This design comes from an exercise in tuning for small area, a short achievable clock period and few clock cycles on the open sky130 flow, not from production work. Where RTL was checked, it was by simulation tests only, not by an equivalence proof against the original. Only the layout flow was run in runs 1 to 3; the RTL was not checked for function there. Power figures rest on the tool's default switching activity, not on a simulated workload.

File: design/flow/config.mk
export PLATFORM = sky130hd
export DESIGN_NAME = rrf_enc
export DESIGN_NICKNAME = rrf_enc
export VERILOG_FILES = /design/flow/design.v
export SDC_FILE = /design/flow/constraint.sdc
export NUM_CORES = 4
export LEC_CHECK = 0
export CAP_MARGIN = 20
export CORE_MARGIN = 2
export CORE_UTILIZATION = 40
export SETUP_SLACK_MARGIN = 4.8
export SLEW_MARGIN = 20
File: design/flow/constraint.sdc
create_clock -name core_clock -period 10.0 [get_ports {clk}]
set_input_delay 2.0000 -clock core_clock [delete_from_list [all_inputs] [get_ports {clk}]]
set_output_delay 2.0000 -clock core_clock [all_outputs]
set_load 0.01 [all_outputs]
File: design/flow/design.v
module rrf_enc #(
    parameter integer MTU       = 1024,
    parameter integer HDR_BYTES = 16
) (
    input  wire        clk,
    input  wire        rst,           
    input  wire        cmd_valid,
    input  wire [31:0] cmd_data,
    output wire        cmd_ready,
    output reg         ev_valid,
    output reg  [1:0]  ev_type,
    output reg  [31:0] ev_data,
    input  wire        ev_ready,
    input  wire [7:0]  csr_addr,
    output reg  [31:0] csr_rdata,
    output wire        idle
);
    localparam integer L = (MTU - HDR_BYTES) * 8;
    localparam [2:0] Q_NORM = 3'd0;    
    localparam [2:0] Q_ABRT = 3'd1;    
    localparam [2:0] Q_TAIL = 3'd2;    
    localparam [2:0] Q_END  = 3'd3;    
    localparam [2:0] Q_GOBA = 3'd4;    
    localparam [1:0] AS_FLUSH = 2'd0;
    localparam [1:0] AS_GOB   = 2'd1;
    localparam [1:0] AS_MB    = 2'd2;
    localparam [1:0] MB_FIT   = 2'd0;
    localparam [1:0] MB_BIG   = 2'd1;
    localparam [1:0] MB_RETRY = 2'd2;
    localparam [3:0] RK_OK0    = 4'h0;
    localparam [3:0] RK_OKBC   = 4'h1;
    localparam [3:0] RK_SENT   = 4'h9;
    localparam [3:0] RK_MBOK   = 4'hA;
    localparam [3:0] RK_RETRY  = 4'hB;
    localparam [3:0] RK_BIG    = 4'hC;
    localparam [3:0] RK_GOBOK  = 4'hD;
    localparam [3:0] RK_SPLIT  = 4'hE;
    localparam [3:0] RK_FAULT  = 4'hF;
    reg [2:0]  sq;
    reg [31:0] cp;
    reg        fault;
    reg [1:0]  fcode;        
    reg [31:0] fault_cmd;
    reg [31:0] fault_cp;
    reg [31:0] acc;
    reg [5:0]  fill;         
    reg [12:0] room;         
    reg        gob_valid;
    reg [3:0]  gob_gn;
    reg [4:0]  gob_gq;
    reg [31:0] enc_pkt_cnt;
    reg [9:0]  last_bytes;
    reg [2:0]  last_ebit;
    reg        last_m;
    reg        pend;         
    reg        pk_put;       
    reg [1:0]  mb_mode;
    reg [10:0] mbl;          
    reg        mb_last;      
    reg        send_m;
    reg [1:0]  as_kind;
    reg        abort_need;
    reg        res_pend;
    reg [3:0]  rk;
    wire [12:0] bitcount = L - room;
    wire [9:0]  nb_now   = (L / 8) - room[12:3];
    wire [2:0]  ebit_now = room[2:0];
    wire        streamed = (room < L - 32);    
    wire out_free = !ev_valid || ev_ready;
    wire q_norm   = (sq == Q_NORM);
    assign cmd_ready = q_norm && out_free;
    assign idle      = q_norm && !ev_valid && !res_pend;
    wire acc_w = cmd_valid && cmd_ready;
    wire [31:0] d   = cmd_data;
    wire [7:0]  opc = d[31:24];
    wire op_nop   = (opc == 8'h00);
    wire op_srst  = (opc == 8'h01);
    wire op_put   = (opc == 8'h10);
    wire op_flush = (opc == 8'h11);
    wire op_begin = (opc == 8'h12);
    wire op_gob   = (opc == 8'h13);
    wire op_mb    = (opc == 8'h14);
    wire opc_known = op_nop | op_srst | op_put | op_flush | op_begin | op_gob | op_mb;
    wire rsv_bad = op_put   ? (d[23:6]  != 18'd0) :
                   op_flush ? (d[22:0]  != 23'd0) :
                   op_gob   ? (d[23:9]  != 15'd0) :
                   op_mb    ? (d[23:16] != 8'd0)  :
                              (d[23:0]  != 24'd0);
    wire n_bad   = op_put && d[5] && (d[4:0] != 5'd0);
    wire hdr_bad = !opc_known || rsv_bad || n_bad;
    wire [1:0] hdr_fcode = !opc_known ? 2'b01 : (rsv_bad ? 2'b10 : 2'b11);
    wire [15:0] nbits   = d[15:0];
    wire        mb_fit  = ({3'd0, room} >= nbits);
    wire        mb_big  = gob_valid ? (nbits > L - 26) : (nbits > L);
    wire [5:0]  put_n    = fault_cmd[5:0];
    wire [5:0]  mb_r     = {(fault_cmd[4:0] == 5'd0), fault_cmd[4:0]};    
    wire [5:0]  mb_n     = mb_last ? mb_r : 6'd32;
    wire        put_ovf  = ({7'd0, put_n} > room);
    wire w_put  = acc_w && !fault && pend && pk_put;
    wire w_mbd  = acc_w && !fault && pend && !pk_put;
    wire w_hdr  = acc_w && !fault && !pend;
    wire w_srst = acc_w && (fault ? (d == 32'h01000000) : (!pend && !hdr_bad && op_srst));
    wire q_goba = (sq == Q_GOBA);
    wire q_tail = (sq == Q_TAIL);
    wire ap_left = !q_goba && !q_tail && !(pend && pk_put);    
    wire [5:0] ap_n = q_goba ? 6'd26 : q_tail ? 6'd0 : (pend && pk_put) ? put_n : mb_n;
    wire [31:0] gob_word = {6'd0, 16'h0001, gob_gn, gob_gq, 1'b0};
    wire [31:0] din = q_goba ? gob_word : (q_tail ? 32'd0 : d);
    wire [4:0]  rot_rj = fill[4:0] + (q_goba ? 5'd26 : put_n[4:0]);
    wire [4:0]  rot_r  = ap_left ? fill[4:0] : rot_rj;
    wire [63:0] din2  = {din, din} >> rot_r;
    wire [31:0] rot   = din2[31:0];
    wire [31:0] keep    = ~(32'hFFFFFFFF >> fill);    
    wire [31:0] cur_new = (acc & keep) | (rot & ~keep);
    wire [6:0]  ap_end  = {1'b0, fill} + {1'b0, ap_n};
    wire        sp_put  = ({1'b0, fill} + {1'b0, put_n}) > 7'd32;
    wire        sp_last = ({1'b0, fill} + {1'b0, mb_r}) > 7'd32;
    wire        sp_goba = (fill > 6'd6);
    wire        sp_mb   = mb_last ? sp_last : (fill != 6'd0);
    wire        spill   = q_goba ? sp_goba : (pend && pk_put) ? sp_put : sp_mb;
    wire [5:0]  fill_nx = spill ? (ap_end[5:0] - 6'd32) : ap_end[5:0];
    wire do_ap = (w_put && !put_ovf) || (w_mbd && (mb_mode == MB_FIT)) ||
                 (q_goba && out_free);
    wire spill_eff = do_ap && spill;
    wire end_go    = (sq == Q_END) && out_free;
    wire [2:0]  fcode8 = {(fcode == 2'b00), (fcode == 2'b00) ? 2'b01 : fcode};
    reg  [23:0] res_val;
    always @(*) begin
        case (rk)
            RK_OKBC, RK_MBOK, RK_GOBOK: res_val = {11'd0, bitcount};
            RK_SENT, RK_RETRY, RK_SPLIT: res_val = {14'd0, last_bytes};
            RK_BIG:   res_val = {8'd0, fault_cmd[15:0]};
            RK_FAULT: res_val = {21'd0, fcode8};
            default:  res_val = 24'd0;
        endcase
    end
    wire [7:0] res_code = (rk == RK_FAULT) ? 8'hFF : (rk == RK_OKBC) ? 8'h00 : {4'd0, rk};
    always @(posedge clk) begin
        if (rst) begin
            sq         <= Q_NORM;
            cp         <= 32'd0;
            fault      <= 1'b0;
            fill       <= 6'd0;
            room         <= L;
            gob_valid  <= 1'b0;
            gob_gn     <= 4'd0;
            gob_gq     <= 5'd0;
            enc_pkt_cnt<= 32'd0;
            last_bytes <= 10'd0;
            last_ebit  <= 3'd0;
            last_m     <= 1'b0;
            pend       <= 1'b0;
            res_pend   <= 1'b0;
            ev_valid   <= 1'b0;
        end else begin
            if (ev_valid && ev_ready)
                ev_valid <= 1'b0;
            if (res_pend && out_free) begin
                res_pend <= 1'b0;
                ev_valid <= 1'b1;
                ev_type  <= 2'd0;
                ev_data  <= {res_code, res_val};
            end
            acc  <= spill_eff ? rot : cur_new;
            fill <= do_ap ? fill_nx : fill;
            room <= do_ap ? (room - {7'd0, ap_n}) : room;
            if (spill_eff) begin
                ev_valid <= 1'b1;
                ev_type  <= 2'd1;
                ev_data  <= cur_new;
            end
            cp          <= cp + {31'd0, acc_w};
            enc_pkt_cnt <= enc_pkt_cnt + {31'd0, end_go};
            if (w_hdr) begin
                fault_cmd <= d;
                fault_cp  <= cp;
                if (hdr_bad) begin
                    fault    <= 1'b1;
                    fcode    <= hdr_fcode;
                    rk       <= RK_FAULT;
                    res_pend <= 1'b1;
                end else begin
                    if (op_nop) begin
                        rk       <= RK_OK0;
                        res_pend <= 1'b1;
                    end
                    if (op_put) begin
                        pend   <= 1'b1;
                        pk_put <= 1'b1;
                    end
                    if (op_flush) begin
                        send_m  <= d[23];
                        as_kind <= AS_FLUSH;
                        sq      <= Q_TAIL;
                    end
                    if (op_begin) begin
                        abort_need <= streamed;
                        fill       <= 6'd0;
                        room         <= L;
                        gob_valid  <= 1'b0;
                        gob_gn     <= 4'd0;
                        gob_gq     <= 5'd0;
                        sq         <= Q_ABRT;
                    end
                    if (op_gob) begin
                        gob_gn    <= d[3:0];
                        gob_gq    <= d[8:4];
                        gob_valid <= 1'b1;
                        if (room < 26) begin
                            send_m  <= 1'b0;
                            as_kind <= AS_GOB;
                            rk      <= RK_SPLIT;
                            sq      <= Q_TAIL;
                        end else begin
                            rk <= RK_GOBOK;
                            sq <= Q_GOBA;
                        end
                    end
                    if (op_mb) begin
                        mb_mode <= mb_fit ? MB_FIT : (mb_big ? MB_BIG : MB_RETRY);
                        mbl     <= nbits[15:5] - {10'd0, (nbits[4:0] == 5'd0)};
                        mb_last <= (nbits[15:5] == 11'd0) || (nbits[15:0] == 16'd32);
                        if (nbits == 16'd0) begin
                            rk       <= RK_MBOK;
                            res_pend <= 1'b1;
                        end else begin
                            pend   <= 1'b1;
                            pk_put <= 1'b0;
                        end
                    end
                end
            end
            if (w_put) begin
                pend     <= 1'b0;
                res_pend <= 1'b1;
                if (put_ovf) begin
                    fault <= 1'b1;
                    fcode <= 2'b00;
                    rk    <= RK_FAULT;
                end else begin
                    rk    <= RK_OKBC;
                end
            end
            if (w_mbd) begin
                mbl     <= mbl - 11'd1;
                mb_last <= (mbl == 11'd1);
                if (mb_last) begin
                    pend <= 1'b0;
                    case (mb_mode)
                    MB_FIT: begin
                        rk       <= RK_MBOK;
                        res_pend <= 1'b1;
                    end
                    MB_BIG: begin
                        rk       <= RK_BIG;
                        res_pend <= 1'b1;
                    end
                    default: begin
                        send_m  <= 1'b0;
                        as_kind <= AS_MB;
                        rk      <= RK_RETRY;
                        sq      <= Q_TAIL;
                    end
                    endcase
                end
            end
            if (w_srst) begin
                cp          <= 32'd1;
                fault       <= 1'b0;
                pend        <= 1'b0;
                abort_need  <= streamed;
                fill        <= 6'd0;
                room          <= L;
                gob_valid   <= 1'b0;
                gob_gn      <= 4'd0;
                gob_gq      <= 5'd0;
                enc_pkt_cnt <= 32'd0;
                last_bytes  <= 10'd0;
                last_ebit   <= 3'd0;
                last_m      <= 1'b0;
                sq          <= Q_ABRT;
            end
            case (sq)
            Q_ABRT: begin
                if (out_free) begin
                    if (abort_need) begin
                        ev_valid <= 1'b1;
                        ev_type  <= 2'd3;
                        ev_data  <= 32'd0;
                    end
                    rk       <= RK_OK0;
                    res_pend <= 1'b1;
                    sq       <= Q_NORM;
                end
            end
            Q_TAIL: begin
                if (out_free) begin
                    if (fill != 6'd0) begin
                        ev_valid <= 1'b1;
                        ev_type  <= 2'd1;
                        ev_data  <= cur_new;
                    end
                    sq <= Q_END;
                end
            end
            Q_END: begin
                if (out_free) begin
                    ev_valid    <= 1'b1;
                    ev_type     <= 2'd2;
                    ev_data     <= {12'd0, send_m, ebit_now, 6'd0, nb_now};
                    last_bytes  <= nb_now;
                    last_ebit   <= ebit_now;
                    last_m      <= send_m;
                    fill        <= 6'd0;
                    room          <= L;
                    case (as_kind)
                    AS_FLUSH: begin
                        if (send_m)
                            gob_valid <= 1'b0;
                        rk       <= RK_SENT;
                        res_pend <= 1'b1;
                        sq       <= Q_NORM;
                    end
                    AS_GOB: begin
                        sq <= Q_GOBA;
                    end
                    default: begin
                        if (gob_valid) begin
                            sq <= Q_GOBA;
                        end else begin
                            res_pend <= 1'b1;
                            sq       <= Q_NORM;
                        end
                    end
                    endcase
                end
            end
            Q_GOBA: begin
                if (out_free) begin
                    res_pend <= 1'b1;
                    sq       <= Q_NORM;
                end
            end
            default: ;
            endcase
        end
    end
    wire        a_z74  = (csr_addr[7:4] == 4'h0);
    wire        a_g0   = a_z74 && (csr_addr[3:2] == 2'b00);    
    wire        a_g2   = a_z74 && (csr_addr[3:2] == 2'b10);    
    wire        a_10   = (csr_addr[7:2] == 6'b000100);         
    wire        a_20   = (csr_addr[7:2] == 6'b001000);         
    wire        a_30   = (csr_addr[7:2] == 6'b001100);         
    wire        a_34   = (csr_addr[7:2] == 6'b001101);         
    wire        a_38   = (csr_addr[7:2] == 6'b001110);         
    wire [31:0] c_st   = {11'd0, pend, gob_valid, 3'b000, 5'd0, fcode8 & {3{fault}}, 7'd0, fault};
    wire [31:0] c_lst  = {12'd0, last_m, last_ebit, 6'd0, last_bytes};
    wire [31:0] c_x0 = ({32{a_g0}} & c_st) | ({32{a_g2}} & {19'd0, bitcount}) |
                       {32{a_10}} | ({32{a_30}} & 32'd32) | ({32{a_34}} & 32'd1024) |
                       ({32{a_38}} & 32'd2048);
    wire [31:0] c_x1 = ({32{a_g0 && fault}} & fault_cmd) | ({32{a_g2}} & {23'd0, gob_gq, gob_gn}) |
                       ({32{a_30}} & MTU) | ({32{a_34}} & 32'd256000);
    wire [31:0] c_x2 = ({32{a_g0 && fault}} & fault_cp) | ({32{a_g2}} & c_lst) |
                       ({32{a_30}} & HDR_BYTES) | ({32{a_34}} & 32'd1024);
    wire [31:0] c_x3 = ({32{a_g0}} & cp) | ({32{a_g2}} & enc_pkt_cnt) |
                       ({32{a_20}} & 32'd1024) | ({32{a_30}} & 32'd5);
    always @(*) begin
        case (csr_addr[1:0])
            2'd0: csr_rdata = c_x0;
            2'd1: csr_rdata = c_x1;
            2'd2: csr_rdata = c_x2;
            default: csr_rdata = c_x3;
        endcase
    end
endmodule
File: design/flow/run.sh
#!/bin/bash
# synth_recipe.tcl (not shown) runs the flow's synth.tcl, then flattens the netlist and writes it again
# the make line also repeats each setting of config.mk as NAME=value (left out here)
make -C /OpenROAD-flow-scripts/flow DESIGN_CONFIG=/design/flow/config.mk WORK_HOME=/design/flow/orfs CLKGATE_MAP_FILE= SYNTH_SCRIPT=/design/flow/synth_recipe.tcl finish
==> impl_results.md, run 1 <==
* First-pass GRT wire length at approximately 120000 um
* Largest net degree at the start of global routing at 75
* Reg2reg setup slack at a little over 5 ns
* Status: timing/DRC/antenna clean
* Inserted Clock Buffers at 35
* Root Driver: clkbuf_16
* Power per cell area at 124.7 mW/mm2
* Slowest CP cell: clkdlybuf4s50_1
* Final Cycle Share at 0.5994
* Max-slew violation count at 0
* Worst Max-Slew Pin Slew at 1.151 ns
* DRT iter0 DRCs at 2344
* Netlist cell types at 88
* Initial Utilization at 0.4032
* Max Clock Skew at between 0.03 and 0.04 ns
* Post-synth top flop: edfxtp_1
* Detailed Routing Iterations Pass 1 at 7
* Final Hold Viols at 0
* Hold Crit Start: last_bytes[2]
* Filler Cells Inserted at 4614
* Worst reg2reg startpoint: sq[2]
* R2R depth at 14
* Core Area at 0.04745 mm2
* Crit path capture type: primary output
* Synthesized flop and latch total at ~270
* Max FO, Critical Path at 27
* Hold Crit Endpoint: last_bytes[2]
* Fraction of registers with async set/reset at 0
* Aggregate global routing overflow at 0
* Die Y at ~220 um
* Finished Cell Area at ~0.023 mm2
* Area of the die at 0.04960 mm2
* R2r endpoint: acc[6]
* P_leak at around 8.5 nW
* Most common cell after layout, fill and taps aside: nor2_1
* Initial antenna violation count at 2
* All-Layer GR Usage at 0.3108
* CP arrival at between 3 and 4 ns
* Crit path buf inv count at 3
* Routed vias at around 19000
* Kind of critical path: in -> out
* CP required at ~8 ns
* RSZ-0062 raised after global routing: yes
* Hold buffers post-CTS at 0
* Warnings, synthesis at 1
* Worst min-delay path class: reg -> reg
* Syn-to-layout area delta at 19.35%
* Final WL at 79400 um
* DRC at 0
* Setup TNS at 0 ns
* Area of the multi-input gates at 0.01184 mm2
* Max_slew headroom at 0.2266
* Cell row count at 80
* Max-cap viol count at 0
* Cells after Synth at ~2300
* VDD IR max at between 0.0001 and 0.00015 V
* Element type at the critical path start: primary input
* Syn_nets at approximately 2400
* Number of flops mapped to enable cells by yosys at between 150 and 200
* Nets at 2482
* Vias in the first global route at approximately 18000
* CTS tree: yes
* Sequential cell area at between 0.006 and 0.007 mm2
* Clock transition at the registers of the reported paths at ~0.050 ns
* RePlAce Congestion at about 0.94
* Vias per cell at between 6 and 7
* WL per Instance at 26.24 um
* Post-synthesis cell area at ~0.019 mm2
* Worst-skew pair later-pin latency at 0.58 ns
* Clk sinks at between 200 and 300
* Utilization after layout at 0.4813
* Input/output buffers at around 110
* Critical Path Max Stage Delay at ~0.52 ns
* Hold path depth at 2
* CTS H-tree lvls at 2
* Post-synthesis area per instance at 8.380 um2
* Post-synthesis sequential area ratio at 0.3626
* Setup Viol. Count Final at 0
* Share of post-route cells with drive strength above 1 at 0.1320
* Routed Antenna Nets at 0
* # IOs at ~110
* Peak Freq at between 150 and 200 MHz
* Highest-count cells in the layout ignoring fill and taps: nor2_1 (274), nand2_1 (225), a21oi_1 (172)
* Crit-path leading delay family: buffers and inverters
* Post-layout minimum cycle time at 5.994 ns
* Clock tree buffer depth at 3
* Worst path cell trace: clkdlybuf4s50_1 -> buf_12 -> nor2_2 -> nand2_4 -> nand2_8 -> a31o_2 -> a221oi_2 -> o21ai_0 -> and3_1 -> buf_2
* Placed cell areas at about 0.021 mm2
* Chip Width at about 220 um
* Hpwl dp at roughly 57000 um
-- power breakdown --
| group | internal [mW] | leakage (nW) | switching [mW] | total (mW) |
|---|---|---|---|---|
| logic | 0.125 | 5.49 | 0.194 | 0.318 |
| registers | 1.21 | 2.42 | 0.0331 | 1.24 |
| clock network | 0.749 | 0.553 | 0.539 | 1.29 |
| total | 2.08 | 8.46 | 0.766 | 2.85 |
-- worst register-to-register path, cell delays in order (launching register included) --
cell	delay, ns
dfxtp_1	0.31
buf_4	0.35
nor3b_2	0.24
buf_4	0.22
nor2_1	0.08
ha_1	0.71
nor2_1	0.09
mux2_2	0.36
a221oi_1	0.55
a22oi_1	0.23
a211oi_1	0.48
o21ai_0	0.15
o22ai_1	0.60
a21oi_1	0.09
a31o_2	0.24
-- per-layer routing --
layer  share of wire  vias to the layer above  global-route usage
li1                -                     8770                   -
met1            0.41                     9379              0.4012
met2            0.46                      971              0.5051
met3           0.080                      215             0.05263
met4           0.053                        2              0.1502
met5         0.00016                        -                   0
-- repair_timing --
action | 4_1_cts | 5_1_grt
endpoints found under the setup margin | 155 | 157
cloned | 6 | 4
buffers inserted | 39 | 8
hold endpoints to repair | 0 | 0
pin swaps | 37 | 23
resized for setup | 217 | 45
-- how the worst max path moves through the flow --
stage                    end   startpoint  cells past startpoint  slack (ns)
6_report        csr_rdata[3]  csr_addr[1]                     10        4.01
5_1_grt         csr_rdata[2]  csr_addr[2]                     12        3.88
4_1_cts         csr_rdata[2]  csr_addr[2]                     12        3.88
3_5_place_dp   csr_rdata[12]  csr_addr[0]                      8        2.12
3_3_place_gp   csr_rdata[12]  csr_addr[0]                      8        2.13
2_1_floorplan   csr_rdata[9]  csr_addr[7]                      9        4.24
-- cells by family (layout without fill, tap and decap cells) --
family	after synthesis	count (layout)	synth area share
xor+xnor	111	111	0.05219
simple gates	878	884	0.2157
mux	80	80	0.04336
other cells	0	2	0
fa+ha+maj	56	56	0.03819
buf+inv	208	328	0.04611
compound gates	681	681	0.2419
flops	269	269	0.3626
-- cell type report --
| cell class | count | area share |
|---|---|---|
| inverters | 60 | 0.01030 |
| clock buffers | 52 | 0.04340 |
| well taps | 615 | 0.03370 |
| flip-flops and latches | 269 | 0.3038 |
| clock inverters | 12 | 0.007069 |
| repair buffers | 204 | 0.08312 |
| diodes | 2 | 0.0002192 |
| multi-input cells | 1812 | 0.5184 |
-- metrics by stage --
step / std cells / setup slack [ns] / hold slack, ns / power, mW
after floorplan: 2283 / 4.237 / 0.4367 / 1.417
after global placement: 2903 / 2.127 / 0.4763 / 1.562
after detailed placement: 2903 / 2.117 / 0.4773 / 1.565
after CTS: 3012 / 3.884 / 0.4854 / 2.851
after global routing: 3024 / 3.883 / 0.5037 / 2.924
final: 3026 / 4.006 / 0.4859 / 2.848
-- sequential cells by signal, summed over array words and instances, names as in the netlist, 4 cells and up --
| signal | count |
|---|---|
| fault_cp | 32 |
| room | 13 |
| gob_gq | 5 |
| rk | 4 |
| fill | 6 |
| enc_pkt_cnt | 32 |
| cp | 32 |
| ev_data | 32 |
| last_bytes | 10 |
| mbl | 11 |
| gob_gn | 4 |
| acc | 32 |
| fault_cmd | 32 |
-- Yosys cell counts (all sizes together), types with 20 or more instances --
| library cell | count | area share |
|---|---|---|
| xnor2 | 55 | 0.026 |
| a31oi | 24 | 0.0078 |
| nand3 | 91 | 0.024 |
| ha | 52 | 0.034 |
| clkbuf | 93 | 0.018 |
| xor2 | 56 | 0.027 |
| mux2i | 57 | 0.030 |
| buf | 55 | 0.016 |
| nor3 | 63 | 0.017 |
| a22oi | 36 | 0.014 |
| edfxtp | 155 | 0.24 |
| a21o | 23 | 0.0090 |
| o21ai | 104 | 0.027 |
| mux2 | 23 | 0.014 |
| a21oi | 181 | 0.048 |
| nor2b | 22 | 0.0072 |
| nand4 | 20 | 0.0065 |
| o211ai | 34 | 0.014 |
| nand2b | 28 | 0.0092 |
| dfxtp | 114 | 0.12 |
| a211oi | 44 | 0.017 |
| nor2 | 284 | 0.056 |
| a221oi | 69 | 0.032 |
| nand2 | 233 | 0.046 |
| and3 | 33 | 0.011 |
| inv | 58 | 0.011 |
| o22ai | 21 | 0.0069 |
==> run 2, diff against run 1 <==
--- a/design/flow/design.v
+++ b/design/flow/design.v
@@ -53,15 +53,7 @@
     reg [2:0]  last_ebit;
     reg        last_m;
     reg        pend;         
-    reg        pk_put;       
-    reg [1:0]  mb_mode;
-    reg [10:0] mbl;          
-    reg        mb_last;      
-    reg        send_m;
-    reg [1:0]  as_kind;
-    reg        abort_need;
     reg        res_pend;
-    reg [3:0]  rk;
     wire [12:0] bitcount = L - room;
     wire [9:0]  nb_now   = (L / 8) - room[12:3];
     wire [2:0]  ebit_now = room[2:0];
@@ -92,9 +84,13 @@
     wire [15:0] nbits   = d[15:0];
     wire        mb_fit  = ({3'd0, room} >= nbits);
     wire        mb_big  = gob_valid ? (nbits > L - 26) : (nbits > L);
+    wire        mb_last  = (fault_cp[10:0] == 11'd0);
+    wire [1:0]  mb_mode  = fault_cp[12:11];
+    wire        pk_put   = !fault_cmd[26];
+    wire [1:0]  as_kind  = fault_cmd[26:25];
+    wire        send_m   = fault_cmd[23];
     wire [5:0]  put_n    = fault_cmd[5:0];
-    wire [5:0]  mb_r     = {(fault_cmd[4:0] == 5'd0), fault_cmd[4:0]};    
-    wire [5:0]  mb_n     = mb_last ? mb_r : 6'd32;
+    wire [5:0]  mb_n     = mb_last ? {(fault_cmd[4:0] == 5'd0), fault_cmd[4:0]} : 6'd32;
     wire        put_ovf  = ({7'd0, put_n} > room);
     wire w_put  = acc_w && !fault && pend && pk_put;
     wire w_mbd  = acc_w && !fault && pend && !pk_put;
@@ -106,23 +102,33 @@
     wire [5:0] ap_n = q_goba ? 6'd26 : q_tail ? 6'd0 : (pend && pk_put) ? put_n : mb_n;
     wire [31:0] gob_word = {6'd0, 16'h0001, gob_gn, gob_gq, 1'b0};
     wire [31:0] din = q_goba ? gob_word : (q_tail ? 32'd0 : d);
-    wire [4:0]  rot_rj = fill[4:0] + (q_goba ? 5'd26 : put_n[4:0]);
-    wire [4:0]  rot_r  = ap_left ? fill[4:0] : rot_rj;
+    wire [4:0]  rot_r = ap_left ? fill[4:0] : (fill[4:0] + ap_n[4:0]);
     wire [63:0] din2  = {din, din} >> rot_r;
     wire [31:0] rot   = din2[31:0];
     wire [31:0] keep    = ~(32'hFFFFFFFF >> fill);    
     wire [31:0] cur_new = (acc & keep) | (rot & ~keep);
     wire [6:0]  ap_end  = {1'b0, fill} + {1'b0, ap_n};
-    wire        sp_put  = ({1'b0, fill} + {1'b0, put_n}) > 7'd32;
-    wire        sp_last = ({1'b0, fill} + {1'b0, mb_r}) > 7'd32;
-    wire        sp_goba = (fill > 6'd6);
-    wire        sp_mb   = mb_last ? sp_last : (fill != 6'd0);
-    wire        spill   = q_goba ? sp_goba : (pend && pk_put) ? sp_put : sp_mb;
+    wire        spill   = (ap_end > 7'd32);
     wire [5:0]  fill_nx = spill ? (ap_end[5:0] - 6'd32) : ap_end[5:0];
     wire do_ap = (w_put && !put_ovf) || (w_mbd && (mb_mode == MB_FIT)) ||
                  (q_goba && out_free);
     wire spill_eff = do_ap && spill;
     wire end_go    = (sq == Q_END) && out_free;
+    reg [3:0] rk;
+    always @(*) begin
+        if (fault)
+            rk = RK_FAULT;
+        else if (!fault_cmd[28])
+            rk = RK_OK0;                                   
+        else case (fault_cmd[26:24])
+            3'd0: rk = RK_OKBC;                            
+            3'd1: rk = RK_SENT;                            
+            3'd3: rk = fault_cp[11] ? RK_SPLIT : RK_GOBOK;  
+            3'd4: rk = (fault_cp[12:11] == MB_FIT) ? RK_MBOK :
+                       (fault_cp[12:11] == MB_BIG) ? RK_BIG : RK_RETRY;
+            default: rk = RK_OK0;                          
+        endcase
+    end
     wire [2:0]  fcode8 = {(fcode == 2'b00), (fcode == 2'b00) ? 2'b01 : fcode};
     reg  [23:0] res_val;
     always @(*) begin
@@ -173,30 +179,28 @@
             enc_pkt_cnt <= enc_pkt_cnt + {31'd0, end_go};
             if (w_hdr) begin
                 fault_cmd <= d;
-                fault_cp  <= cp;
+                if (op_mb && (d[23:16] == 8'd0))
+                    fault_cp <= {cp[31:13], (mb_fit ? MB_FIT : (mb_big ? MB_BIG : MB_RETRY)),
+                                 nbits[15:5] - {10'd0, (nbits[4:0] == 5'd0)}};
+                else if (op_gob && (d[23:9] == 15'd0))
+                    fault_cp <= {cp[31:12], (room < 26), cp[10:0]};
+                else
+                    fault_cp <= cp;
                 if (hdr_bad) begin
                     fault    <= 1'b1;
                     fcode    <= hdr_fcode;
-                    rk       <= RK_FAULT;
                     res_pend <= 1'b1;
                 end else begin
                     if (op_nop) begin
-                        rk       <= RK_OK0;
                         res_pend <= 1'b1;
                     end
                     if (op_put) begin
                         pend   <= 1'b1;
-                        pk_put <= 1'b1;
                     end
                     if (op_flush) begin
-                        send_m  <= d[23];
-                        as_kind <= AS_FLUSH;
                         sq      <= Q_TAIL;
                     end
                     if (op_begin) begin
-                        abort_need <= streamed;
-                        fill       <= 6'd0;
-                        room         <= L;
                         gob_valid  <= 1'b0;
                         gob_gn     <= 4'd0;
                         gob_gq     <= 5'd0;
@@ -207,25 +211,16 @@
                         gob_gq    <= d[8:4];
                         gob_valid <= 1'b1;
                         if (room < 26) begin
-                            send_m  <= 1'b0;
-                            as_kind <= AS_GOB;
-                            rk      <= RK_SPLIT;
                             sq      <= Q_TAIL;
                         end else begin
-                            rk <= RK_GOBOK;
                             sq <= Q_GOBA;
                         end
                     end
                     if (op_mb) begin
-                        mb_mode <= mb_fit ? MB_FIT : (mb_big ? MB_BIG : MB_RETRY);
-                        mbl     <= nbits[15:5] - {10'd0, (nbits[4:0] == 5'd0)};
-                        mb_last <= (nbits[15:5] == 11'd0) || (nbits[15:0] == 16'd32);
                         if (nbits == 16'd0) begin
-                            rk       <= RK_MBOK;
                             res_pend <= 1'b1;
                         end else begin
                             pend   <= 1'b1;
-                            pk_put <= 1'b0;
                         end
                     end
                 end
@@ -236,41 +231,31 @@
                 if (put_ovf) begin
                     fault <= 1'b1;
                     fcode <= 2'b00;
-                    rk    <= RK_FAULT;
                 end else begin
-                    rk    <= RK_OKBC;
                 end
             end
             if (w_mbd) begin
-                mbl     <= mbl - 11'd1;
-                mb_last <= (mbl == 11'd1);
+                fault_cp[10:0] <= fault_cp[10:0] - 11'd1;
                 if (mb_last) begin
                     pend <= 1'b0;
                     case (mb_mode)
                     MB_FIT: begin
-                        rk       <= RK_MBOK;
                         res_pend <= 1'b1;
                     end
                     MB_BIG: begin
-                        rk       <= RK_BIG;
                         res_pend <= 1'b1;
                     end
                     default: begin
-                        send_m  <= 1'b0;
-                        as_kind <= AS_MB;
-                        rk      <= RK_RETRY;
                         sq      <= Q_TAIL;
                     end
                     endcase
                 end
             end
             if (w_srst) begin
+                fault_cmd   <= d;
                 cp          <= 32'd1;
                 fault       <= 1'b0;
                 pend        <= 1'b0;
-                abort_need  <= streamed;
-                fill        <= 6'd0;
-                room          <= L;
                 gob_valid   <= 1'b0;
                 gob_gn      <= 4'd0;
                 gob_gq      <= 5'd0;
@@ -283,12 +268,13 @@
             case (sq)
             Q_ABRT: begin
                 if (out_free) begin
-                    if (abort_need) begin
+                    fill <= 6'd0;
+                    room <= L;
+                    if (streamed) begin
                         ev_valid <= 1'b1;
                         ev_type  <= 2'd3;
                         ev_data  <= 32'd0;
                     end
-                    rk       <= RK_OK0;
                     res_pend <= 1'b1;
                     sq       <= Q_NORM;
                 end
@@ -317,7 +303,6 @@
                     AS_FLUSH: begin
                         if (send_m)
                             gob_valid <= 1'b0;
-                        rk       <= RK_SENT;
                         res_pend <= 1'b1;
                         sq       <= Q_NORM;
                     end
==> design/flow/flow/run.sh (new file) <==
#!/bin/bash
set -euo pipefail
export BUFFER_PORTS_ARGS="-buffer_cell sky130_fd_sc_hd__buf_1"
bash standard.sh > standard_flow.log 2>&1
==> design/flow/standard.sh (new file) <==
#!/bin/bash
# synth_recipe.tcl (not shown) runs the flow's synth.tcl, then flattens the netlist and writes it again
# the make line also repeats each setting of config.mk as NAME=value (left out here)
make -C /OpenROAD-flow-scripts/flow DESIGN_CONFIG=/design/flow/config.mk WORK_HOME=/design/flow/orfs CLKGATE_MAP_FILE= SYNTH_SCRIPT=/design/flow/synth_recipe.tcl "${@:-finish}"
--- a/design/flow/config.mk
+++ b/design/flow/config.mk
@@ -8,5 +8,5 @@
 export CAP_MARGIN = 20
 export CORE_MARGIN = 2
 export CORE_UTILIZATION = 40
-export SETUP_SLACK_MARGIN = 4.8
+export SETUP_SLACK_MARGIN = 5.0
 export SLEW_MARGIN = 20
removed: design/flow/run.sh
==> impl_results.md, run 2 <==
* Status: timing/DRC/antenna clean
* WL per Instance at 27.34 um (+4.2%)
* Post-layout minimum cycle time at 5.868 ns (-0.1261 ns)
* Leading area contributor after synthesis: edfxtp_1
* Detailed Routing Iterations Pass 1 at 9 (+2)
* Highest-count cells in the layout ignoring fill and taps: nor2_1 (244), nand2_1 (181), edfxtp_1 (132)
* Post-synth top flop: edfxtp_1
* Routed vias at 18650 (-3.5%)
* CP dominant cell by count: buf_12
* Top cells by count, synth: nor2_1 (255), nand2_1 (188), a21oi_1 (136)
* Syn_nets at 2197 (-7.8%)
* Warnings, synthesis at 1 (unchanged)
* Crit-path leading delay family: simple AND/OR/NAND/NOR gates
* Cells after Synth at 2110 (-7.6%)
* Setup Viol. Count Final at 0 (unchanged)
* DRT iter0 DRCs at 2236 (-4.6%)
* CTS H-tree lvls at 1 (-1)
* Max Clock Skew at 0.02407 ns (-0.007940 ns)
* CTS tree: yes
* Count leader, synth: nor2_1
* Initial antenna violation count at 4 (+2)
* Number of flops mapped to enable cells by yosys at 132 (-15%)
* Hold Crit Endpoint: last_ebit[0]
* Power per cell area at 117.5 mW/mm2 (-5.8%)
* Reg2reg setup slack at 5.09 ns (+0.04 ns)
* Post-synthesis area per instance at 8.434 um2 (+0.64%)
* Non-Filler Instances at 2843 (-6.0%)
* Clk sinks at 246 (-8.6%)
* Final WL at 77740 um (-2.1%)
* Slowest CP cell: or3_4
* Fraction of registers with async set/reset at 0 (unchanged)
* RSZ-0062 raised after global routing: yes
* Max-cap viol count at 0 (unchanged)
* Worst reg2reg startpoint: fault_cp[0]
* Worst-skew pair later-pin latency at 0.58 ns (about the same)
* Final Cycle Share at 0.5868 (-0.01261)
* CP required at 8.00 ns (about the same)
* First-pass GRT wire length at 114000 um (-2.6%)
* CP arrival at 3.87 ns (-0.12 ns)
* Hpwl dp at 55660 um (-1.9%)
* Worst Max-Slew Pin Slew at 1.068 ns (-0.08313 ns)
* Inserted Clock Buffers at 29 (-17%)
* Most common cell after layout, fill and taps aside: nor2_1
* Clock transition at the registers of the reported paths at 0.06 ns (about the same)
* Hold buffers post-CTS at 0 (unchanged)
* Routed Antenna Nets at 0 (unchanged)
* Vias per cell at 6.561 (+2.7%)
* # IOs at 113 (unchanged)
* Max FO, Critical Path at 7 (-74%)
* Share of power burned in registers at 0.459 (+0.023)
* Root Driver: clkbuf_16
* Combinational power share at 0.123 (+0.011)
* Hold Crit Start: last_ebit[0]
* Cell row count at 77 (-3.8%)
* Vias in the first global route at 17320 (-5.4%)
* Crit path buf inv count at 4 (+1)
* Finished Cell Area at 0.02118 mm2 (-7.3%)
* Placed cell areas at 0.01887 mm2 (-9.3%)
* Crit path capture type: primary output
* Peak Freq at 170.4 MHz (+2.1%)
* Critical Path Max Stage Delay at 0.40 ns (-0.12 ns)
* Clock tree buffer depth at 3 (unchanged)
* VDD IR max at 0.0001333 V (+24%)
* Internal Power at 1.806 mW (-13%)
* Netlist cell types at 95 (+8.0%)
* Syn-to-layout area delta at 18.99%
* Setup TNS at 0 ns (unchanged)
* Chip Width at 214.9 um (-3.5%)
* Sw Ratio at 0.2742 (+0.005441)
* All-Layer GR Usage at 0.3232 (+0.01242)
* DRC at 0 (unchanged)
* RePlAce Congestion at 1.005 (+7.0%)
* Max_slew headroom at 0.2879 (+0.06133)
* Antenna cells at 0 (-2)
* Largest net degree at the start of global routing at 72 (-4.0%)
* Hold path depth at 2 (unchanged)
* Share of the synthesized area in the top cell type at 0.2227 (-0.02054)
* Synthesized flop and latch total at 246 (-8.6%)
* R2r endpoint: acc[27]
* Worst min-delay path class: reg -> reg
* Nets at 2315 (-6.7%)
* Cells after DPL at 2711 (-6.6%)
* Area of the die at 0.04619 mm2 (-6.9%)
* Core Area at 0.04403 mm2 (-7.2%)
* R2R depth at 16 (+2)
* P_leak at 7.494 nW (-11%)
* Element type at the critical path start: primary input
* Net Switching at 682.5 uW (-11%)
* Worst path cell trace: buf_8 -> or3_4 -> nor4_4 -> buf_12 -> nand2_8 -> nor2_4 -> buf_12 -> a221oi_4 -> a21oi_1 -> buf_2
* Final Hold Viols at 0 (unchanged)
* Clock Power Share at 0.417 (-0.035)
* Input/output buffers at 112 (unchanged)
* Initial Utilization at 0.4042 (+0.0009451)
* Area contributors post-synth: edfxtp_1 (22%), dfxtp_1 (13%), nor2_1 (5.4%)
* Kind of critical path: in -> out
* Die Y at 214.9 um (-3.5%)
* Max-slew violation count at 0 (unchanged)
* Post-synthesis sequential area ratio at 0.3510 (-0.01159)
* Post-synthesis cell area at 0.01780 mm2 (-7.0%)
* Aggregate global routing overflow at 0 (unchanged)
* Share of post-route cells with drive strength above 1 at 0.1799 (+0.04792)
==> run 2: final cells by class <==
cell class,instances,area (um2)
Sequential cell,246,6247
Fill cell,4283,22850
Clock inverter,11,62.56
Multi-Input combinational cell,1670,11610
Timing Repair Buffer,223,1434
Tap cell,592,740.7
Clock buffer,43,859.6
Inverter,58,217.7
==> run 2: per-stage QoR <==
| stage | util | setup slack, ns | total power [mW] | hold slack (ns) |
|---|---|---|---|---|
| after floorplan | - | 4.360 | 1.314 | 0.4407 |
| after global placement | 0.4286 | 3.449 | 1.432 | 0.4794 |
| after detailed placement | 0.4286 | 3.310 | 1.435 | 0.4887 |
| after CTS | 0.4660 | 4.124 | 2.473 | 0.4945 |
| after global routing | 0.4809 | 4.064 | 2.552 | 0.5094 |
| final | 0.4809 | 4.132 | 2.489 | 0.4965 |
==> run 2: how the worst max path moves through the flow <==
stage / end / depth (start not counted) / from
after global routing: csr_rdata[31] / 10 / csr_addr[7]
after global placement: csr_rdata[9] / 9 / csr_addr[7]
after detailed placement: csr_rdata[1] / 7 / csr_addr[1]
after floorplan: csr_rdata[21] / 7 / csr_addr[7]
final: csr_rdata[7] / 10 / csr_addr[7]
after CTS: csr_rdata[4] / 10 / csr_addr[2]
==> run 2: logic make-up (layout without fill, tap and decap cells) <==
family / count (synthesis) / in the layout / synth area share
muxes: 92 / 95 / 0.05477
DFF: 246 / 246 / 0.3510
buffers and inverters: 203 / 335 / 0.04844
xor gates and xnor gates: 104 / 104 / 0.05118
AOI/OAI and AO/OA: 675 / 676 / 0.2656
adders and majority gates: 43 / 43 / 0.03108
and+or+nand+nor: 747 / 752 / 0.1980
==> run 2: power groups by stage <==
stage	combinational [mW]	clock (mW)	sequential, mW
2_1_floorplan	0.163	0	1.15
3_3_place_gp	0.268	0	1.16
3_5_place_dp	0.271	0	1.16
4_1_cts	0.287	1.04	1.14
5_1_grt	0.327	1.08	1.14
6_report	0.307	1.04	1.14
==> run 2: worst reg2reg max path: stages, from the launching register on <==
cell and delay, ns:
edfxtp_1 0.40, inv_2 0.11, ha_2 0.22, nand3_1 0.15
or4_4 0.59, nand2_2 0.15, and3_4 0.21, ha_2 0.20
fa_2 0.50, nand3b_1 0.16, buf_4 0.14, o221ai_2 0.19
o22a_1 0.29, mux2i_1 0.51, o22ai_1 0.17, a211oi_1 0.56
mux2_1 0.24
==> run 2: timing repair <==
| action | 4_1_cts | 5_1_grt |
|---|---|---|
| endpoints found under the setup margin | 165 | 160 |
| pin swaps | 22 | 29 |
| gates cloned | 8 | 3 |
| resized for setup | 122 | 84 |
| buffers inserted | 27 | 40 |
==> run 2: routing by layer <==
metal | wire (um) | vias to the layer above | GRT usage
met5 | 12 | - | 0
met4 | 4122 | 2 | 0.1442
met3 | 7709 | 229 | 0.06483
met2 | 34240 | 1099 | 0.5065
met1 | 31650 | 9070 | 0.4308
li1 | - | 8252 | -
==> run 3, diff against run 2 <==
--- a/design/flow/design.v
+++ b/design/flow/design.v
@@ -330,31 +330,31 @@
             endcase
         end
     end
-    wire        a_z74  = (csr_addr[7:4] == 4'h0);
-    wire        a_g0   = a_z74 && (csr_addr[3:2] == 2'b00);    
-    wire        a_g2   = a_z74 && (csr_addr[3:2] == 2'b10);    
-    wire        a_10   = (csr_addr[7:2] == 6'b000100);         
-    wire        a_20   = (csr_addr[7:2] == 6'b001000);         
-    wire        a_30   = (csr_addr[7:2] == 6'b001100);         
-    wire        a_34   = (csr_addr[7:2] == 6'b001101);         
-    wire        a_38   = (csr_addr[7:2] == 6'b001110);         
-    wire [31:0] c_st   = {11'd0, pend, gob_valid, 3'b000, 5'd0, fcode8 & {3{fault}}, 7'd0, fault};
-    wire [31:0] c_lst  = {12'd0, last_m, last_ebit, 6'd0, last_bytes};
-    wire [31:0] c_x0 = ({32{a_g0}} & c_st) | ({32{a_g2}} & {19'd0, bitcount}) |
-                       {32{a_10}} | ({32{a_30}} & 32'd32) | ({32{a_34}} & 32'd1024) |
-                       ({32{a_38}} & 32'd2048);
-    wire [31:0] c_x1 = ({32{a_g0 && fault}} & fault_cmd) | ({32{a_g2}} & {23'd0, gob_gq, gob_gn}) |
-                       ({32{a_30}} & MTU) | ({32{a_34}} & 32'd256000);
-    wire [31:0] c_x2 = ({32{a_g0 && fault}} & fault_cp) | ({32{a_g2}} & c_lst) |
-                       ({32{a_30}} & HDR_BYTES) | ({32{a_34}} & 32'd1024);
-    wire [31:0] c_x3 = ({32{a_g0}} & cp) | ({32{a_g2}} & enc_pkt_cnt) |
-                       ({32{a_20}} & 32'd1024) | ({32{a_30}} & 32'd5);
+    wire hz = (csr_addr[7:4] == 4'h0);
+    wire s00 = hz && (csr_addr[3:0] == 4'h0);
+    wire s01 = hz && (csr_addr[3:0] == 4'h1) && fault;
+    wire s02 = hz && (csr_addr[3:0] == 4'h2) && fault;
+    wire s03 = hz && (csr_addr[3:0] == 4'h3);
+    wire s08 = hz && (csr_addr[3:0] == 4'h8);
+    wire s09 = hz && (csr_addr[3:0] == 4'h9);
+    wire s0a = hz && (csr_addr[3:0] == 4'hA);
+    wire s0b = hz && (csr_addr[3:0] == 4'hB);
+    wire s10 = (csr_addr == 8'h10);
+    wire s23 = (csr_addr == 8'h23);
+    wire h3  = (csr_addr[7:4] == 4'h3);
+    wire s30 = h3 && (csr_addr[3:0] == 4'h0);
+    wire s31 = h3 && (csr_addr[3:0] == 4'h1);
+    wire s32 = h3 && (csr_addr[3:0] == 4'h2);
+    wire s33 = h3 && (csr_addr[3:0] == 4'h3);
+    wire s35 = h3 && (csr_addr[3:0] == 4'h5);
+    wire s38 = h3 && (csr_addr[3:0] == 4'h8);
+    wire s1k = s23 || s31 || (h3 && (csr_addr[3:0] == 4'h4)) || (h3 && (csr_addr[3:0] == 4'h6));
     always @(*) begin
-        case (csr_addr[1:0])
-            2'd0: csr_rdata = c_x0;
-            2'd1: csr_rdata = c_x1;
-            2'd2: csr_rdata = c_x2;
-            default: csr_rdata = c_x3;
-        endcase
+        csr_rdata = ({32{s00}} & {11'd0, pend, gob_valid, 3'b000, 5'd0, fcode8 & {3{fault}}, 7'd0, fault}) |
+                    ({32{s01}} & fault_cmd) | ({32{s02}} & fault_cp) | ({32{s03}} & cp) |
+                    ({32{s08}} & {19'd0, bitcount}) | ({32{s09}} & {23'd0, gob_gq, gob_gn}) |
+                    ({32{s0a}} & {12'd0, last_m, last_ebit, 6'd0, last_bytes}) | ({32{s0b}} & enc_pkt_cnt) |
+                    {32{s10}} | ({32{s1k}} & 32'd1024) | ({32{s30}} & 32'd32) | ({32{s32}} & 32'd16) |
+                    ({32{s33}} & 32'd5) | ({32{s35}} & 32'd256000) | ({32{s38}} & 32'd2048);
     end
 endmodule
==> design/flow/run.sh (new file) <==
#!/bin/bash
# synth_recipe.tcl (not shown) runs the flow's synth.tcl, then flattens the netlist and writes it again
# the make line also repeats each setting of config.mk as NAME=value (left out here)
make -C /OpenROAD-flow-scripts/flow DESIGN_CONFIG=/design/flow/config.mk WORK_HOME=/design/flow/orfs CLKGATE_MAP_FILE= SYNTH_SCRIPT=/design/flow/synth_recipe.tcl finish
removed: design/flow/flow/run.sh
removed: design/flow/standard.sh
==> impl_results.md, run 3 <==
* Crit-path leading delay family: simple AND/OR/NAND/NOR gates
* Setup Viol. Count Final at 0 (unchanged)
* Final Hold Viols at 0 (unchanged)
* Kind of critical path: in -> out
* Worst Max-Slew Pin Slew at 1.355 ns (+0.2865 ns)
* Worst path cell trace: buf_8 -> nor4_4 -> buf_4 -> nand3b_1 -> nor2_4 -> buf_6 -> buf_16 -> a221o_1 -> a221oi_2 -> o21ai_1 -> buf_2
* Largest net degree at the start of global routing at 68 (-5.6%)
* Peak Freq at 173.6 MHz (+1.9%)
* Slowest CP cell: nor4_4
* CP required at 8.00 ns (about the same)
* Element type at the critical path start: primary input
* Routed vias at 18960 (+1.7%)
* Final WL at 79200 um (+1.9%)
* Post-synthesis sequential area ratio at 0.3478 (-0.003227)
* Worst-skew pair later-pin latency at 0.58 ns (about the same)
* Final Cycle Share at 0.5760 (-0.01082)
* Synthesized flop and latch total at 246 (unchanged)
* Core Area at 0.04432 mm2 (+0.66%)
* Number of flops mapped to enable cells by yosys at 132 (unchanged)
* Vias in the first global route at 17720 (+2.3%)
* Tot Pwr at 2.589 mW (+4.0%)
* Crit path buf inv count at 5 (+1)
* Hpwl dp at 55810 um (+0.29%)
* Share of post-route cells with drive strength above 1 at 0.1991 (+0.01913)
* Initial antenna violation count at 1 (-3)
* Critical Path Max Stage Delay at 0.26 ns (-0.14 ns)
* Input/output buffers at 112 (unchanged)
* Detailed Routing Iterations Pass 1 at 6 (-3)
* Fraction of registers with async set/reset at 0 (unchanged)
* Met2 Usage GRT at 0.5048 (-0.001649)
* GRT met3 Usage at 0.05130 (-0.01352)
* Max-slew violation count at 0 (unchanged)
* VDD IR max at 0.0001107 V (-17%)
* Highest-count cells in the layout ignoring fill and taps: nor2_1 (232), nand2_1 (212), a21oi_1 (136)
* RePlAce Congestion at 0.9966 (-0.88%)
* Post-synthesis area per instance at 8.323 um2 (-1.3%)
* Root Driver: clkbuf_16
* Cell row count at 77 (unchanged)
* Max_slew headroom at 0.09693 (-0.1910)
* Initial Utilization at 0.4053 (+0.001091)
* Share of the synthesized area in the top cell type at 0.2207 (-0.002048)
* Clock transition at the registers of the reported paths at 0.06 ns (about the same)
* Post-synth top flop: edfxtp_1
* All-Layer GR Usage at 0.3243 (+0.001101)
* Clk sinks at 246 (unchanged)
* Hold buffers post-CTS at 0 (unchanged)
* Top cells by count, synth: nor2_1 (246), nand2_1 (228), a21oi_1 (147)
* Inserted Clock Buffers at 30 (+3.4%)
* Most common cell after layout, fill and taps aside: nor2_1
* WL per Instance at 27.23 um (-0.43%)
* Nets at 2379 (+2.8%)
* RSZ-0062 raised after global routing: yes
* GR Util met1 at 0.4253 (-0.005493)
* Aggregate global routing overflow at 0 (unchanged)
* DRT iter0 DRCs at 2394 (+7.1%)
* Syn-to-layout area delta at 25.97%
* Crit path capture type: primary output
* Syn_nets at 2245 (+2.2%)
* CP arrival at 3.76 ns (-0.11 ns)
* Post-layout minimum cycle time at 5.760 ns (-0.1082 ns)
* CTS H-tree lvls at 1 (unchanged)
* P_leak at 8.339 nW (+11%)
* Max-cap viol count at 0 (unchanged)
* Area of the die at 0.04661 mm2 (+0.91%)
* Die Y at 215.9 um (+0.45%)
* Count leader, synth: nor2_1
* Area contributors post-synth: edfxtp_1 (22%), dfxtp_1 (13%), nor2_1 (5.1%)
* Post-synthesis cell area at 0.01796 mm2 (+0.93%)
* CTS tree: yes
* Routed Antenna Nets at 0 (unchanged)
* Setup TNS at 0 ns (unchanged)
* DRC at 0 (unchanged)
* GRT Max-Usage Layer: met2
* Max FO, Critical Path at 6 (-1)
* Warnings, synthesis at 1 (unchanged)
* Max Clock Skew at 0.01472 ns (-0.009352 ns)
* Reg2reg setup slack at 5.04 ns (-0.05 ns)
* First-pass GRT wire length at 114900 um (+0.82%)
* Chip Width at 215.9 um (+0.45%)
* Netlist cell types at 95 (unchanged)
* Clock tree buffer depth at 3 (unchanged)
* Worst min-delay path class: reg -> reg
* Vias per cell at 6.518 (-0.64%)
* Cells after Synth at 2158 (+2.3%)
* Power per cell area at 114.4 mW/mm2 (-2.6%)
* Status: timing/DRC/antenna clean
* # IOs at 113 (unchanged)
* Leading area contributor after synthesis: edfxtp_1
## run 3: through the flow
| step | instance area [um2] | util | hold slack [ns] | std cells | setup slack, ns |
|---|---|---|---|---|---|
| global placement | 19660 | 0.4437 | 0.4840 | 2756 | 3.005 |
| floorplan | 18210 | - | 0.4437 | 2158 | 4.689 |
| CTS | 21930 | 0.4949 | 0.4922 | 2880 | 4.259 |
| finish | 22630 | 0.5105 | 0.4910 | 2909 | 4.240 |
| global route | 22620 | 0.5105 | 0.5127 | 2908 | 4.161 |
| detailed placement | 19670 | 0.4438 | 0.4827 | 2756 | 2.900 |
## run 3: worst reg2reg max path: stages, from the launching register on
cell and delay (ns):
edfxtp_1 0.38, inv_1 0.13, ha_4 0.17, nand2_4 0.05, or3_4 0.42, nor3_4 0.23
nand2b_4 0.13, nand2_2 0.14, and3_4 0.22, ha_4 0.14, fa_2 0.47, and3b_2 0.27
a31oi_4 0.22, and2_4 0.24, buf_12 0.14, nand4_1 0.20, buf_4 0.23, a2111oi_4 0.30
nor2_1 0.07, nand2_1 0.10, o21ai_2 0.11, a221o_1 0.36
## run 3: timing repair
| item | CTS | global route |
|---|---|---|
| buffers inserted | 57 | 24 |
| gates resized for setup | 334 | 91 |
| gates cloned | 11 | 4 |
| endpoints found under the setup margin | 203 | 183 |
| pin swaps | 48 | 38 |
## run 3: cell families after synthesis
| kind of cell | synth area share |
|---|---|
| simple gates | 0.2251 |
| mux | 0.05643 |
| buf+inv | 0.04570 |
| flops | 0.3478 |
| compound gates | 0.2402 |
| xor+xnor | 0.05406 |
| fa+ha+maj | 0.03079 |
## run 3: power breakdown
group          internal [mW]  switching (mW)
Clock                  0.659           0.467
Sequential              1.11          0.0372
Combinational          0.129           0.187
Total                   1.90           0.692
## run 3: path summary, 6_finish.rpt
check	from	end	cells past startpoint
worst max-delay path	csr_addr[6]	csr_rdata[12]	11
worst min-delay path	last_ebit[1]	last_ebit[1]	2
worst max register to register	fault_cp[1]	ev_data[9]	21
worst min register to register	last_ebit[1]	last_ebit[1]	2
## run 3: routing by layer
layer | wire length (um) | up-vias
li1 | - | 8376
met1 | 31140 | 9188
met2 | 35210 | 1128
met3 | 7648 | 270
met4 | 5192 | 0
met5 | 0 | -
## run 3: final cells by class
type | count | area, um2
multi-input combinational | 1719 | 11990
clock buffer | 42 | 908.4
antenna | 1 | 2.502
timing repair buffer | 241 | 2421
inverter | 54 | 206.4
fill | 4172 | 21690
clock inverter | 14 | 108.9
tap | 592 | 740.7
sequential | 246 | 6246
==> run 4, diff against run 3 <==
--- a/design/flow/design.v
+++ b/design/flow/design.v
@@ -330,6 +330,33 @@
             endcase
         end
     end
+    wire [31:0] csr_w;
+    always @(*) csr_rdata = csr_w;
+    rrf_csr u_csr (
+        .csr_addr(csr_addr), .pend(pend), .gob_valid(gob_valid), .fault(fault), .fcode8(fcode8),
+        .fault_cmd(fault_cmd), .fault_cp(fault_cp), .cp(cp), .bitcount(bitcount),
+        .gob_gq(gob_gq), .gob_gn(gob_gn), .last_m(last_m), .last_ebit(last_ebit),
+        .last_bytes(last_bytes), .enc_pkt_cnt(enc_pkt_cnt), .csr_rdata(csr_w)
+    );
+endmodule
+module rrf_csr (
+    input  wire [7:0]  csr_addr,
+    input  wire        pend,
+    input  wire        gob_valid,
+    input  wire        fault,
+    input  wire [2:0]  fcode8,
+    input  wire [31:0] fault_cmd,
+    input  wire [31:0] fault_cp,
+    input  wire [31:0] cp,
+    input  wire [12:0] bitcount,
+    input  wire [4:0]  gob_gq,
+    input  wire [3:0]  gob_gn,
+    input  wire        last_m,
+    input  wire [2:0]  last_ebit,
+    input  wire [9:0]  last_bytes,
+    input  wire [31:0] enc_pkt_cnt,
+    output reg  [31:0] csr_rdata
+);
     wire hz = (csr_addr[7:4] == 4'h0);
     wire s00 = hz && (csr_addr[3:0] == 4'h0);
     wire s01 = hz && (csr_addr[3:0] == 4'h1) && fault;
==> design/flow/flow/run.sh (new file) <==
#!/bin/bash
set -euo pipefail
export BUFFER_PORTS_ARGS="-buffer_cell sky130_fd_sc_hd__buf_1"
bash standard.sh > standard_flow.log 2>&1
==> design/flow/standard.sh (new file) <==
#!/bin/bash
# synth_recipe.tcl (not shown) runs the flow's synth.tcl, then flattens the netlist and writes it again
# the make line also repeats each setting of config.mk as NAME=value (left out here)
make -C /OpenROAD-flow-scripts/flow DESIGN_CONFIG=/design/flow/config.mk WORK_HOME=/design/flow/orfs CLKGATE_MAP_FILE= SYNTH_SCRIPT=/design/flow/synth_recipe.tcl "${@:-finish}"
--- a/design/flow/config.mk
+++ b/design/flow/config.mk
@@ -10,3 +10,4 @@
 export CORE_UTILIZATION = 40
 export SETUP_SLACK_MARGIN = 5.0
 export SLEW_MARGIN = 20
+export SYNTH_HIERARCHICAL = 1
removed: design/flow/run.sh
==> impl_results.md, run 4 <==
* Leading area contributor after synthesis: edfxtp_1
* Area contributors post-synth: edfxtp_1 (22%), dfxtp_1 (13%), nand2_1 (4.8%)
* R2r endpoint: ev_data[8]
* Worst min-delay path class: reg -> reg
* CTS H-tree lvls at 1 (unchanged)
* P_leak at 8.085 nW (-3.0%)
* CP dominant cell by count: buf_6
* Inserted Clock Buffers at 29 (-3.3%)
* Detailed Routing Iterations Pass 1 at 6 (unchanged)
* Number of flops mapped to enable cells by yosys at 132 (unchanged)
* CP required at 8.00 ns (about the same)
* R2R depth at 16 (-24%)
* # IOs at 113 (unchanged)
* Nets at 2329 (-2.1%)
* Final Hold Viols at 0 (unchanged)
* Max Clock Skew at 0.02962 ns (+0.01490 ns)
* Crit. Startpoint: csr_addr[5]
* CP arrival at 3.60 ns (-0.16 ns)
* Post-synth top flop: edfxtp_1
* Share of the synthesized area in the top cell type at 0.2233 (+0.002629)
* Critical path endpoint: csr_rdata[2]
* Power per cell area at 116.9 mW/mm2 (+2.2%)
* Setup TNS at 0 ns (unchanged)
* Core Area at 0.04403 mm2 (-0.65%)
* CTS tree: yes
* Filler Cells Inserted at 4203 (+0.74%)
* Initial Utilization at 0.4031 (-0.002142)
* Placed cell areas at 0.01889 mm2 (-3.9%)
* Root Driver: clkbuf_16
* Tot Pwr at 2.543 mW (-1.8%)
* Netlist cell types at 81 (-15%)
* Area of the die at 0.04607 mm2 (-1.2%)
* Max FO, Critical Path at 6 (unchanged)
* Share of post-route cells with drive strength above 1 at 0.1938 (-0.005231)
* Top cells by count, synth: nand2_1 (228), nor2_1 (228), a21oi_1 (144)
* Syn-to-layout area delta at 22.54%
* Post-synthesis area per instance at 8.448 um2 (+1.5%)
* Kind of critical path: in -> out
* Max-cap viol count at 0 (unchanged)
* DRT iter0 DRCs at 2683 (+12%)
* Largest net degree at the start of global routing at 74 (+8.8%)
* WL per Instance at 27.74 um (+1.9%)
* Max-slew violation count at 0 (unchanged)
* RePlAce Congestion at 0.9617 (-3.5%)
* All-Layer GR Usage at 0.3278 (+0.003432)
* Post-layout minimum cycle time at 5.603 ns (-0.1570 ns)
* Input/output buffers at 112 (unchanged)
* Routed vias at 18640 (-1.7%)
* Clock tree buffer depth at 3 (unchanged)
* Worst Max-Slew Pin Slew at 1.125 ns (-0.2295 ns)
* RSZ-0062 raised after global routing: yes
* Utilization after layout at 0.4940 (-0.01654)
* Synthesized flop and latch total at 246 (unchanged)
* Status: timing/DRC/antenna clean
* Vias per cell at 6.521 (about the same)
* First-pass GRT wire length at 113500 um (-1.2%)
* Cell row count at 77 (unchanged)
* Reg2reg setup slack at 5.05 ns (about the same)
* Critical Path Max Stage Delay at 0.56 ns (+0.30 ns)
* Routed Antenna Nets at 0 (unchanged)
* Finished Cell Area at 0.02175 mm2 (-3.9%)
* Setup Viol. Count Final at 0 (unchanged)
* Most common cell after layout, fill and taps aside: nor2_1
* Aggregate global routing overflow at 0 (unchanged)
* Hold Crit Start: last_ebit[1]
* Syn_nets at 2188 (-2.5%)
* Fraction of registers with async set/reset at 0 (unchanged)
* Highest-count cells in the layout ignoring fill and taps: nor2_1 (217), nand2_1 (211), edfxtp_1 (132)
* Cells after Synth at 2101 (-2.6%)
* Peak Freq at 178.5 MHz (+2.8%)
* Crit path capture type: primary output
* Warnings, synthesis at 8 (+7)
* Element type at the critical path start: primary input
* Final Cycle Share at 0.5603 (-0.01570)
* Area of the multi-input gates at 0.01180 mm2 (-1.6%)
* VDD IR max at 0.0001261 V (+14%)
* Vias in the first global route at 16970 (-4.2%)
* DRC at 0 (unchanged)
* Clk sinks at 246 (unchanged)
* Slowest CP cell: or4_4
* Hpwl dp at 55730 um (-0.15%)
* Clock transition at the registers of the reported paths at 0.06 ns (about the same)
* Post-synthesis cell area at 0.01775 mm2 (-1.2%)
* Max_slew headroom at 0.2489 (+0.1520)
* Worst-skew pair later-pin latency at 0.60 ns (+0.02 ns)
* Sequential cell area at 0.006246 mm2 (unchanged)
* Initial antenna violation count at 7 (+6)
* Die Y at 214.7 um (-0.58%)
* Final WL at 79320 um (+0.15%)
* Post-synthesis sequential area ratio at 0.3519 (+0.004143)
* Chip Width at 214.7 um (-0.58%)
* Worst reg2reg startpoint: sq[1]
* Worst path cell trace: buf_12 -> or4_4 -> buf_6 -> nor3_4 -> buf_6 -> nand2_2 -> o211ai_1 -> buf_2
-- run 4: changes by cell type in the layout (fill, tap and decap cells not counted), sizes merged, moves of 12 or more --
| cell | change |
|---|---|
| and3 | +19 |
| nand3b | -14 |
| clkdlybuf4s50 | -63 |
| nand2b | -20 |
| nor2 | -20 |
| or4 | +12 |
| o22ai | -14 |
| mux2 | +17 |
| a221oi | -34 |
| o211ai | +12 |
| buf | +64 |
-- run 4: critical path, delay by kind of cell --
| family | cells | cell delay, ns |
|---|---|---|
| AND/OR/NAND/NOR | 3 | 0.84 |
| buffers and inverters | 4 | 0.63 |
| AO/OA/AOI/OAI | 1 | 0.12 |
-- run 4: cell type report --
type / instances / share of cell area
inverters: 47 / 0.008284
clock inverters: 17 / 0.006443
repair buffers: 233 / 0.08272
clock buffers: 37 / 0.03860
multi-input cells: 1685 / 0.5425
well taps: 592 / 0.03406
diodes: 2 / 0.0002301
flip-flops and latches: 246 / 0.2872
-- run 4: routing by layer --
metal  track usage  routed length, um
met2        0.5214              35890
met1        0.4272              30880
met3       0.06397               7917
met5             0                 40
met4        0.1597               4599
-- run 4: cells by family (layout without fill, tap and decap cells) --
group / count (synthesis) / count (layout) / synth area share
buf+inv: 181 / 334 / 0.04046
xor+xnor: 106 / 106 / 0.05231
fa+ha+maj: 43 / 43 / 0.03116
simple gates: 818 / 824 / 0.2235
other cells: 0 / 2 / 0
mux: 120 / 125 / 0.07782
compound gates: 587 / 587 / 0.2228
flops: 246 / 246 / 0.3519
-- run 4: how the worst min path moves through the flow --
stage	endpoint	cells past startpoint
after CTS	last_ebit[2]	2
after floorplan	last_ebit[0]	2
after detailed placement	last_ebit[2]	2
final	last_ebit[1]	2
after global routing	last_ebit[1]	2
after global placement	last_ebit[2]	2
-- run 4: timing repair --
action / CTS / global route
gates cloned: 15 / 2
gates resized for setup: 178 / 78
buffers inserted: 42 / 34
pin swaps: 37 / 37
hold buffers: 0 / 0
setup endpoints to repair: 196 / 189
-- run 4: modules after synthesis (local to each module, per instance) --
module | area [um2] | flops+latches
rrf_csr | 1615 | 0
rrf_enc | 16130 | 246
-- run 4: report_power, final --
| group | internal [mW] | switching, mW | total [mW] |
|---|---|---|---|
| Clock | 0.623 | 0.479 | 1.10 |
| Sequential | 1.10 | 0.0363 | 1.14 |
| Combinational | 0.106 | 0.195 | 0.301 |
-- run 4: through the flow --
step | hold slack, ns | instances | worst slack [ns]
after CTS | 0.4672 | 2821 | 4.446
final | 0.4719 | 2859 | 4.397
after detailed placement | 0.4578 | 2710 | 3.486
after floorplan | 0.4338 | 2101 | 4.568
after global routing | 0.4993 | 2859 | 4.372
after global placement | 0.4502 | 2710 | 3.584
Testbench counts of run 4, summed over its fixed seeds: cycles 90,432.

static timing again, ports no longer ideal:
In the flow no input, the clock included, has a driving cell. The finished layouts below were timed again as built, in two steps. Step 1 assumes that a clkbuf_16 drives the clock port and a buf_2 every other input. Step 2 also shifts input and output timing later by t, the mid clock arrival at the registers, as if the neighbouring blocks saw the same clock. a / b / c = no drivers / after step 1 / after step 2; a / b = the first two.
run	t (ns)	slack for setup (ns)	hold slack, ns	clock arrival spread, ns
run 1	0.621	4.006 / 3.968 / 3.968	0.486 / 0.486 / 0.486	0.033 / 0.033
run 2	0.630	4.132 / 4.085 / 4.085	0.497 / 0.497 / 0.497	0.024 / 0.024
run 3	0.629	4.240 / 4.188 / 4.188	0.491 / 0.491 / 0.491	0.015 / 0.015
run 4	0.646	4.397 / 4.345 / 4.345	0.472 / 0.472 / 0.472	0.032 / 0.032
After both steps every run listed still meets setup and hold.
